Background: an optimization exercise with open tools, aiming at small area, a short achievable clock period and few clock cycles. Do not read the settings as production practice.
No activity file was given, so power comes from the tool's default toggle rates.

Design mbf_framer, start of the top module:
module mbf_framer (
    input  wire        clk,
    input  wire        rst,
    input  wire        tx_start,
    input  wire [15:0] tx_cmd,
    input  wire [15:0] tx_len,
    input  wire        tx_flip,
    input  wire        tx_ack,
    output wire        tx_busy,
    output wire        tx_done,
    output wire        tx_oversize,
    input  wire        tx_in_valid,
    input  wire [7:0]  tx_in_data,
    output wire        tx_in_ready,
    output wire        pkt_valid,
    output wire [7:0]  pkt_data,
    output wire        pkt_last,
    input  wire        pkt_ready,
    input  wire        rx_strict,
    input  wire        rx_valid,
    input  wire [7:0]  rx_data,
    input  wire        rx_last,
    output wire        rd_valid,
    output wire [7:0]  rd_data,
    output wire        res_valid,
    output wire [1:0]  res_kind,
    output wire [3:0]  res_err,
    output wire [15:0] res_cmd,
    output wire [15:0] res_len
);
For scale: ~150 flip-flops, roughly 7200 um2 of cells after synthesis.
==> module mbf_tx, before the edit <==
module mbf_tx (
    input  wire        clk,
    input  wire        rst,
    input  wire        tx_start,
    input  wire [15:0] tx_cmd,
    input  wire [15:0] tx_len,
    input  wire        tx_flip,
    input  wire        tx_ack,
    output reg         tx_busy,
    output reg         tx_done,
    output reg         tx_oversize,
    input  wire        tx_in_valid,
    input  wire [7:0]  tx_in_data,
    output reg         tx_in_ready,
    output reg         pkt_valid,
    output reg  [7:0]  pkt_data,
    output reg         pkt_last,
    input  wire        pkt_ready
);
    reg        busy;        
    reg        ovs_pend;    
    reg [15:0] cmd_q;
    reg [9:0]  rem;         
    reg        flip_q;
    reg        ack_q;
    reg [3:0]  last_idx;    
    reg [3:0]  pkt_idx;
    reg [5:0]  pos;         
    reg        pkt_fin;     
    reg        sk_v;
    reg [7:0]  sk_d;
    wire oversize = (tx_len[15:10] != 6'd0) || (tx_len[9:0] > 10'd988);
    wire [9:0] l     = tx_len[9:0];
    wire       up_in = ({2'b00, l[9:6], 1'b0} + {1'b0, l[5:0]}) >= 7'd59;
    reg        up_q;
    wire [3:0] n_m1  = rem[9:6] + {3'd0, up_q};
    wire pkt0      = (pkt_idx == 4'd0);
    wire pos_lo    = (pos[5:1] == 5'd0);                                  
    wire sub_hdr   = pkt0 && (pos[5:3] == 3'd0) && (pos[2] != pos[1]);    
    wire rem_nz    = (rem != 10'd0);
    wire is_pay    = !pos_lo && !sub_hdr && rem_nz;
    wire       big  = (rem[9:6] != 4'd0) || (rem[5:0] >= (pkt0 ? 6'd58 : 6'd62));
    wire [5:0] plen = big ? 6'd62 : rem[5:0] + {3'd0, pkt0, 2'd0};
    wire in_fire  = tx_in_valid && tx_in_ready;
    wire out_free = !pkt_valid || (pkt_ready && !pkt_fin);
    wire fire_fin = pkt_valid && pkt_ready && pkt_fin;
    wire accept   = tx_start && !tx_busy;
    wire acc_ok   = accept && !oversize;
    wire avail    = !is_pay || sk_v || in_fire;
    wire adv      = busy && out_free && avail;
    wire gen_last = (pos == 6'd63);
    wire gen_fin  = gen_last && (rem[9:1] == 9'd0);      
    wire take_pay = adv && is_pay;
    reg [7:0] gen_byte;
    always @(*) begin
        if (pos == 6'd0)
            gen_byte = {flip_q, ack_q, plen};
        else if (pos == 6'd1)
            gen_byte = {pkt_idx, last_idx};
        else if (sub_hdr)
            case (pos[2:0])
                3'd2:    gen_byte = cmd_q[7:0];
                3'd3:    gen_byte = cmd_q[15:8];
                3'd4:    gen_byte = rem[7:0];
                default: gen_byte = {6'd0, rem[9:8]};
            endcase
        else if (!rem_nz)
            gen_byte = 8'h00;
        else if (sk_v)
            gen_byte = sk_d;
        else
            gen_byte = tx_in_data;
    end
    wire       busy_n = acc_ok || (busy && !(adv && gen_fin));
    wire       ovs_n  = (accept && oversize) || (ovs_pend && pkt_valid && pkt_fin);
    wire       sk_v_n = sk_v ? !take_pay : (in_fire && !take_pay);
    wire rem_is0 = (rem == 10'd0);
    wire rem_is1 = (rem == 10'd1);
    wire ready_n = !tx_busy ? (tx_start && !oversize && (l != 10'd0))
                            : (busy && (take_pay ? !rem_is1 : (!sk_v && !in_fire && !rem_is0)));
    always @(posedge clk) begin
        if (rst) begin
            busy        <= 1'b0;
            ovs_pend    <= 1'b0;
            tx_busy     <= 1'b0;
            tx_done     <= 1'b0;
            tx_in_ready <= 1'b0;
            pkt_valid   <= 1'b0;
            sk_v        <= 1'b0;
        end else begin
            busy        <= busy_n;
            ovs_pend    <= ovs_n;
            tx_busy     <= busy_n || ovs_n;
            tx_done     <= fire_fin || (ovs_pend && !(pkt_valid && pkt_fin));
            tx_in_ready <= ready_n;
            pkt_valid   <= adv || (pkt_valid && !pkt_ready);
            sk_v        <= sk_v_n;
        end
        tx_oversize <= ovs_pend && !(pkt_valid && pkt_fin);
    end
    always @(posedge clk) begin
        if (!sk_v)
            sk_d <= tx_in_data;
        if (adv) begin
            pkt_data <= gen_byte;
            pkt_last <= gen_last;
            pkt_fin  <= gen_fin;
        end
        if (pos == 6'd0 && pkt0)
            last_idx <= n_m1;
        if (!tx_busy) begin
            up_q     <= up_in;
            cmd_q    <= tx_cmd;
            rem      <= l;
            flip_q   <= tx_flip;
            ack_q    <= tx_ack;
            pkt_idx  <= 4'd0;
            pos      <= 6'd0;
        end else if (adv) begin
            pos <= pos + 6'd1;
            if (gen_last) pkt_idx <= pkt_idx + 4'd1;
            if (is_pay) rem <= rem - 10'd1;
        end
    end
endmodule
Settings: LEC_CHECK=0, CAP_MARGIN=20, CORE_MARGIN=2, CORE_UTILIZATION=40, SETUP_SLACK_MARGIN=3.75, SLEW_MARGIN=20; clock period 6.0 ns.
standard.sh (not shown) runs the stock make flow with config.mk's settings and CLKGATE_MAP_FILE= SYNTH_SCRIPT=/design/flow/synth_recipe.tcl, a recipe that flattens the netlist after the stock synthesis.
==> flow/flow/run.sh <==
#!/bin/bash
# Layout flow: the standard ORFS flow (standard.sh, unchanged synthesis),
# with smaller port buffers and a lighter clock tree.
#  - every input and output port still gets its own buffer, a buf_1
#    instead of the default clkdlybuf4s50_1;
#  - CTS builds the tree from clkbuf_4/clkbuf_8 and inserts no dummy loads.
# Each step's full log is under orfs/logs; standard.sh's own output goes to
# standard.log here.
set -uo pipefail
export BUFFER_PORTS_ARGS="-buffer_cell sky130_fd_sc_hd__buf_1"
export CTS_ARGS="-sink_clustering_enable -repair_clock_nets -dont_use_dummy_load -buf_list {sky130_fd_sc_hd__clkbuf_4 sky130_fd_sc_hd__clkbuf_8} -sink_clustering_size 25 -sink_clustering_max_diameter 60"
bash standard.sh > standard.log 2>&1
==> next run, changes <==
--- a/flow/design.v
+++ b/flow/design.v
@@ -25,21 +25,22 @@
     reg        ack_q;
     reg [3:0]  last_idx;    
     reg [3:0]  pkt_idx;
     reg [5:0]  pos;         
+    reg        pay_q;       
     reg        pkt_fin;     
     reg        sk_v;
     reg [7:0]  sk_d;
     wire oversize = (tx_len[15:10] != 6'd0) || (tx_len[9:0] > 10'd988);
     wire [9:0] l     = tx_len[9:0];
-    wire       up_in = ({2'b00, l[9:6], 1'b0} + {1'b0, l[5:0]}) >= 7'd59;
     reg        up_q;
+    wire       up_c  = ({2'b00, rem[9:6], 1'b0} + {1'b0, rem[5:0]}) >= 7'd59;
     wire [3:0] n_m1  = rem[9:6] + {3'd0, up_q};
     wire pkt0      = (pkt_idx == 4'd0);
     wire pos_lo    = (pos[5:1] == 5'd0);                                  
     wire sub_hdr   = pkt0 && (pos[5:3] == 3'd0) && (pos[2] != pos[1]);    
     wire rem_nz    = (rem != 10'd0);
-    wire is_pay    = !pos_lo && !sub_hdr && rem_nz;
+    wire is_pay    = pay_q;      
     wire       big  = (rem[9:6] != 4'd0) || (rem[5:0] >= (pkt0 ? 6'd58 : 6'd62));
     wire [5:0] plen = big ? 6'd62 : rem[5:0] + {3'd0, pkt0, 2'd0};
     wire in_fire  = tx_in_valid && tx_in_ready;
     wire out_free = !pkt_valid || (pkt_ready && !pkt_fin);
@@ -55,9 +56,9 @@
     always @(*) begin
         if (pos == 6'd0)
             gen_byte = {flip_q, ack_q, plen};
         else if (pos == 6'd1)
-            gen_byte = {pkt_idx, last_idx};
+            gen_byte = {pkt_idx, pkt0 ? n_m1 : last_idx};
         else if (sub_hdr)
             case (pos[2:0])
                 3'd2:    gen_byte = cmd_q[7:0];
                 3'd3:    gen_byte = cmd_q[15:8];
@@ -75,10 +76,12 @@
     wire       ovs_n  = (accept && oversize) || (ovs_pend && pkt_valid && pkt_fin);
     wire       sk_v_n = sk_v ? !take_pay : (in_fire && !take_pay);
     wire rem_is0 = (rem == 10'd0);
     wire rem_is1 = (rem == 10'd1);
-    wire ready_n = !tx_busy ? (tx_start && !oversize && (l != 10'd0))
-                            : (busy && (take_pay ? !rem_is1 : (!sk_v && !in_fire && !rem_is0)));
+    wire pay_nx  = !(pos == 6'd63 || pos == 6'd0) &&
+                   !(pkt0 && (pos == 6'd1 || pos == 6'd2 || pos == 6'd3 || pos == 6'd4)) &&
+                   (pay_q ? !rem_is1 : !rem_is0);
+    wire ready_n = busy && (take_pay ? !rem_is1 : (!sk_v && !in_fire && !rem_is0));
     always @(posedge clk) begin
         if (rst) begin
             busy        <= 1'b0;
             ovs_pend    <= 1'b0;
@@ -89,9 +92,10 @@
             sk_v        <= 1'b0;
         end else begin
             busy        <= busy_n;
             ovs_pend    <= ovs_n;
-            tx_busy     <= busy_n || ovs_n;
+            tx_busy     <= accept || (busy && !(adv && gen_fin)) ||
+                           (ovs_pend && pkt_valid && pkt_fin);    
             tx_done     <= fire_fin || (ovs_pend && !(pkt_valid && pkt_fin));
             tx_in_ready <= ready_n;
             pkt_valid   <= adv || (pkt_valid && !pkt_ready);
             sk_v        <= sk_v_n;
@@ -106,19 +110,22 @@
             pkt_last <= gen_last;
             pkt_fin  <= gen_fin;
         end
         if (pos == 6'd0 && pkt0)
+            up_q <= up_c;
+        if (pos == 6'd1 && pkt0)
             last_idx <= n_m1;
         if (!tx_busy) begin
-            up_q     <= up_in;
             cmd_q    <= tx_cmd;
             rem      <= l;
             flip_q   <= tx_flip;
             ack_q    <= tx_ack;
             pkt_idx  <= 4'd0;
             pos      <= 6'd0;
+            pay_q    <= 1'b0;
         end else if (adv) begin
-            pos <= pos + 6'd1;
+            pos   <= pos + 6'd1;
+            pay_q <= pay_nx;
             if (gen_last) pkt_idx <= pkt_idx + 4'd1;
             if (is_pay) rem <= rem - 10'd1;
         end
     end
Effect: The changed run ran to the end with no violations. Register-to-register slack improved by 0.04 ns. Maximum frequency came out higher by about 6.5%. Via count is lower by about 0.9%. Non-clock buffer count climbs by 8. Routed wire length is about the same. Global-route usage falls by 0.45 points. Combinational power climbs by about 12%. Design area goes down by about 2%. Critical path depth goes down by 7. Worst hold slack stays flat. Final cell count climbs by about 2.5%. Setup slack gains 0.15 ns.
Function was not checked in any run of this note: the RTL went through the layout flow alone.

old:
Another version of the RTL of mbf_framer (not shown whole).
Size: about 600 cells after synthesis, about 150 flip-flops.
==> module mbf_tx, before the edit <==
module mbf_tx (
    input  wire        clk,
    input  wire        rst,
    input  wire        tx_start,
    input  wire [15:0] tx_cmd,
    input  wire [15:0] tx_len,
    input  wire        tx_flip,
    input  wire        tx_ack,
    output reg         tx_busy,
    output reg         tx_done,
    output reg         tx_oversize,
    input  wire        tx_in_valid,
    input  wire [7:0]  tx_in_data,
    output reg         tx_in_ready,
    output reg         pkt_valid,
    output reg  [7:0]  pkt_data,
    output reg         pkt_last,
    input  wire        pkt_ready
);
    reg        busy;        
    reg [15:0] cmd_q;
    reg [9:0]  rem;         
    reg        flip_q;
    reg        ack_q;
    reg [3:0]  pkt_idx;
    reg [5:0]  pos;         
    reg        pay_q;       
    reg        pkt_fin;     
    reg        sk_v;
    reg [7:0]  sk_d;
    wire oversize = (tx_len[15:10] != 6'd0) || (tx_len[9:0] > 10'd988);
    wire ovs_pend = tx_busy && !busy;     
    wire [9:0] l     = tx_len[9:0];
    reg  [3:0] a_q;
    reg        up_q;
    wire       up_c  = ({2'b00, rem[9:6], 1'b0} + {1'b0, rem[5:0]}) >= 7'd59;
    wire [3:0] n_m1  = a_q + {3'd0, up_q};
    wire pkt0      = (pkt_idx == 4'd0);
    wire pos_lo    = (pos[5:1] == 5'd0);                                  
    wire sub_hdr   = pkt0 && (pos[5:3] == 3'd0) && (pos[2] != pos[1]);    
    wire rem_nz    = (rem != 10'd0);
    wire is_pay    = pay_q;      
    wire       big  = (rem[9:6] != 4'd0) || (rem[5:0] >= (pkt0 ? 6'd58 : 6'd62));
    wire [5:0] plen = big ? 6'd62 : rem[5:0] + {3'd0, pkt0, 2'd0};
    wire in_fire  = tx_in_valid && tx_in_ready;
    wire out_free = !pkt_valid || (pkt_ready && !pkt_fin);
    wire fire_fin = pkt_valid && pkt_ready && pkt_fin;
    wire accept   = tx_start && !tx_busy;
    wire acc_ok   = accept && !oversize;
    wire avail    = !is_pay || sk_v || in_fire;
    wire adv      = busy && out_free && avail;
    wire gen_last = (pos == 6'd63);
    wire gen_fin  = gen_last && (rem[9:1] == 9'd0);      
    wire take_pay = adv && is_pay;
    reg [7:0] gen_byte;
    always @(*) begin
        if (pos == 6'd0)
            gen_byte = {flip_q, ack_q, plen};
        else if (pos == 6'd1)
            gen_byte = {pkt_idx, n_m1};
        else if (sub_hdr)
            case (pos[2:0])
                3'd2:    gen_byte = cmd_q[7:0];
                3'd3:    gen_byte = cmd_q[15:8];
                3'd4:    gen_byte = rem[7:0];
                default: gen_byte = {6'd0, rem[9:8]};
            endcase
        else if (!rem_nz)
            gen_byte = 8'h00;
        else if (sk_v)
            gen_byte = sk_d;
        else
            gen_byte = tx_in_data;
    end
    wire       busy_n = acc_ok || (busy && !(adv && gen_fin));
    wire       sk_v_n = sk_v ? !take_pay : (in_fire && !take_pay);
    wire rem_is0 = (rem == 10'd0);
    wire rem_is1 = (rem == 10'd1);
    wire pay_nx  = !(pos == 6'd63 || pos == 6'd0) &&
                   !(pkt0 && (pos == 6'd1 || pos == 6'd2 || pos == 6'd3 || pos == 6'd4)) &&
                   (pay_q ? !rem_is1 : !rem_is0);
    wire ready_n = busy && (take_pay ? !rem_is1 : (!sk_v && !in_fire && !rem_is0));
    always @(posedge clk) begin
        if (rst) begin
            busy        <= 1'b0;
            tx_busy     <= 1'b0;
            tx_done     <= 1'b0;
            tx_in_ready <= 1'b0;
            pkt_valid   <= 1'b0;
            sk_v        <= 1'b0;
        end else begin
            busy        <= busy_n;
            tx_busy     <= accept || (busy && !(adv && gen_fin)) ||
                           (ovs_pend && pkt_valid && pkt_fin);
            tx_done     <= fire_fin || (ovs_pend && !(pkt_valid && pkt_fin));
            tx_in_ready <= ready_n;
            pkt_valid   <= adv || (pkt_valid && !pkt_ready);
            sk_v        <= sk_v_n;
        end
        tx_oversize <= !fire_fin;        
    end
    always @(posedge clk) begin
        if (!sk_v)
            sk_d <= tx_in_data;
        if (adv) begin
            pkt_data <= gen_byte;
            pkt_last <= gen_last;
            pkt_fin  <= gen_fin;
        end
        if (pos == 6'd0 && pkt0)
            up_q <= up_c;
        if (!tx_busy) begin
            cmd_q    <= tx_cmd;
            a_q      <= l[9:6];
            rem      <= l;
            flip_q   <= tx_flip;
            ack_q    <= tx_ack;
            pkt_idx  <= 4'd0;
            pos      <= 6'd0;
            pay_q    <= 1'b0;
        end else if (adv) begin
            pos   <= pos + 6'd1;
            pay_q <= pay_nx;
            if (gen_last) pkt_idx <= pkt_idx + 4'd1;
            if (is_pay) rem <= rem - 10'd1;
        end
    end
endmodule
export LEC_CHECK = 0
export CAP_MARGIN = 20
export CORE_MARGIN = 2
export CORE_UTILIZATION = 40
export SETUP_SLACK_MARGIN = 3.75
export SLEW_MARGIN = 20
create_clock -name core_clock -period 6.0 [get_ports {clk}]
Scripts as last shown in full above: flow/flow/run.sh
Modified inputs, new compared to old
==> flow/design.v, changed modules only <==
module mbf_tx (
    input  wire        clk,
    input  wire        rst,
    input  wire        tx_start,
    input  wire [15:0] tx_cmd,
    input  wire [15:0] tx_len,
    input  wire        tx_flip,
    input  wire        tx_ack,
    output reg         tx_busy,
    output reg         tx_done,
    output reg         tx_oversize,
    input  wire        tx_in_valid,
    input  wire [7:0]  tx_in_data,
    output reg         tx_in_ready,
    output reg         pkt_valid,
    output reg  [7:0]  pkt_data,
    output reg         pkt_last,
    input  wire        pkt_ready
);
    reg        busy;        
    reg [15:0] cmd_q;
    reg [9:0]  rem;         
    reg        flip_q;
    reg        ack_q;
    reg [3:0]  last_idx;    
    reg [3:0]  pkt_idx;
    reg [5:0]  pos;         
    reg        pay_q;       
    reg        sk_v;
    reg [7:0]  sk_d;
    wire oversize = (tx_len[15:10] != 6'd0) || (tx_len[9:0] > 10'd988);
    wire ovs_pend = tx_busy && !busy;     
    wire [9:0] l     = tx_len[9:0];
    reg        up_q;
    wire       up_c  = ({2'b00, rem[9:6], 1'b0} + {1'b0, rem[5:0]}) >= 7'd59;
    wire [3:0] n_m1  = rem[9:6] + {3'd0, up_q};
    wire pkt0      = (pkt_idx == 4'd0);
    wire pkt_fin   = pkt_last && (!busy || pkt0);
    wire pos_lo    = (pos[5:1] == 5'd0);                                  
    wire sub_hdr   = pkt0 && (pos[5:3] == 3'd0) && (pos[2] != pos[1]);    
    wire rem_nz    = (rem != 10'd0);
    wire is_pay    = pay_q;      
    wire       big  = (rem[9:6] != 4'd0) || (rem[5:0] >= (pkt0 ? 6'd58 : 6'd62));
    wire [5:0] plen = big ? 6'd62 : rem[5:0] + {3'd0, pkt0, 2'd0};
    wire in_fire  = tx_in_valid && tx_in_ready;
    wire out_free = !pkt_valid || (pkt_ready && !pkt_fin);
    wire fire_fin = pkt_valid && pkt_ready && pkt_fin;
    wire accept   = tx_start && !tx_busy;
    wire acc_ok   = accept && !oversize;
    wire avail    = !is_pay || sk_v || in_fire;
    wire adv      = busy && out_free && avail;
    wire gen_last = (pos == 6'd63);
    wire gen_fin  = gen_last && (rem[9:1] == 9'd0);      
    wire take_pay = adv && is_pay;
    reg [7:0] gen_byte;
    always @(*) begin
        if (pos == 6'd0)
            gen_byte = {flip_q, ack_q, plen};
        else if (pos == 6'd1)
            gen_byte = {pkt_idx, pkt0 ? n_m1 : last_idx};
        else if (sub_hdr)
            case (pos[2:0])
                3'd2:    gen_byte = cmd_q[7:0];
                3'd3:    gen_byte = cmd_q[15:8];
                3'd4:    gen_byte = rem[7:0];
                default: gen_byte = {6'd0, rem[9:8]};
            endcase
        else if (!rem_nz)
            gen_byte = 8'h00;
        else if (sk_v)
            gen_byte = sk_d;
        else
            gen_byte = tx_in_data;
    end
    wire       busy_n = acc_ok || (busy && !(adv && gen_fin));
    wire       sk_v_n = sk_v ? !take_pay : (in_fire && !take_pay);
    wire rem_is0 = (rem == 10'd0);
    wire rem_is1 = (rem == 10'd1);
    wire pay_nx  = !(pos == 6'd63 || pos == 6'd0) &&
                   !(pkt0 && (pos == 6'd1 || pos == 6'd2 || pos == 6'd3 || pos == 6'd4)) &&
                   (pay_q ? !rem_is1 : !rem_is0);
    wire ready_n = busy && (take_pay ? !rem_is1 : (!sk_v && !in_fire && !rem_is0));
    always @(posedge clk) begin
        if (rst) begin
            busy        <= 1'b0;
            tx_busy     <= 1'b0;
            tx_done     <= 1'b0;
            tx_in_ready <= 1'b0;
            pkt_valid   <= 1'b0;
            sk_v        <= 1'b0;
        end else begin
            busy        <= busy_n;
            tx_busy     <= accept || (busy && !(adv && gen_fin)) ||
                           (ovs_pend && pkt_valid && pkt_fin);
            tx_done     <= fire_fin || (ovs_pend && !(pkt_valid && pkt_fin));
            tx_in_ready <= ready_n;
            pkt_valid   <= adv || (pkt_valid && !pkt_ready);
            sk_v        <= sk_v_n;
        end
        tx_oversize <= !fire_fin;        
    end
    always @(posedge clk) begin
        if (!sk_v)
            sk_d <= tx_in_data;
        if (adv) begin
            pkt_data <= gen_byte;
            pkt_last <= gen_last;
        end
        if (pos == 6'd0 && pkt0)
            up_q <= up_c;
        if (pos == 6'd1 && pkt0)
            last_idx <= n_m1;
        if (!tx_busy) begin
            cmd_q    <= tx_cmd;
            rem      <= l;
            flip_q   <= tx_flip;
            ack_q    <= tx_ack;
            pkt_idx  <= 4'd0;
            pos      <= 6'd0;
            pay_q    <= 1'b0;
        end else if (adv) begin
            pos   <= pos + 6'd1;
            pay_q <= pay_nx;
            if (gen_last) pkt_idx <= pkt_idx + 4'd1;
            if (is_pay) rem <= rem - 10'd1;
        end
    end
endmodule
Findings:
Summary: with old as the reference, total of plain and repair buffers excluding clock buffers in new moved down by a few percent. Re total power: new and old aren't equal, and the lower value belongs to old. Max proportion of final cell area spent on non-clock buffers across new and old: old. new vs. old: endpoint required time on the critical path higher, aggregate routed wire length lower, clock network power share roughly the same, post-route fraction of the period consumed by the critical path lower, final critical-path required period lower. Relative to old, the placeable core region measured on new has decreased by a few percent. Slack of the critical path, new and old: higher on new. In new the post-placement cell count turned out 11 lower than in old. Row area growth from synthesis to layout: new higher / old lower. Changes observed in new relative to old: largest stage delay on the critical path decreased 40 ps; share of synthesized area spent on multiplexers up 0.33 points.
Function was not checked in any run of this note: the RTL went through the layout flow alone.

[what the ideal ports hide]
How much do the figures lean on ideal ports? The routed layouts below were timed once more, with nothing changed but the port constraints. Step 1: set_driving_cell puts a clkbuf_16 on clk and a buf_2 on each other input, an assumption about the parent block. Step 2 moves the port delays by t, midway between the first and last clock arrival at a register: inputs arrive t later, outputs are due t later. That takes back most of the time a late clock gives input paths. Slacks: ideal / step 1 / step 2; pairs: ideal / step 1.
| run | t, ns | setup WS [ns] | worst register clock-pin slew, ns | worst slew at a driven data input, ns | cell pins on the clock port's net |
|---|---|---|---|---|---|
| the first run of note 1 | 0.465 | 3.609 / 3.603 / 3.139 | 0.08 / 0.08 | 0.05 | 1 |
| the second run of note 1 | 0.480 | 3.754 / 3.714 / 3.356 | 0.10 / 0.10 | 0.05 | 1 |
| old | 0.466 | 3.707 / 3.669 / 3.282 | 0.08 / 0.08 | 0.06 | 1 |
| new | 0.473 | 3.733 / 3.700 / 3.396 | 0.09 / 0.09 | 0.07 | 1 |
After both steps every run listed still meets setup and hold. For the first run of note 1, which loses most, drivers alone change the setup slack by -0.006 ns; drivers and shift together by -0.470 ns.
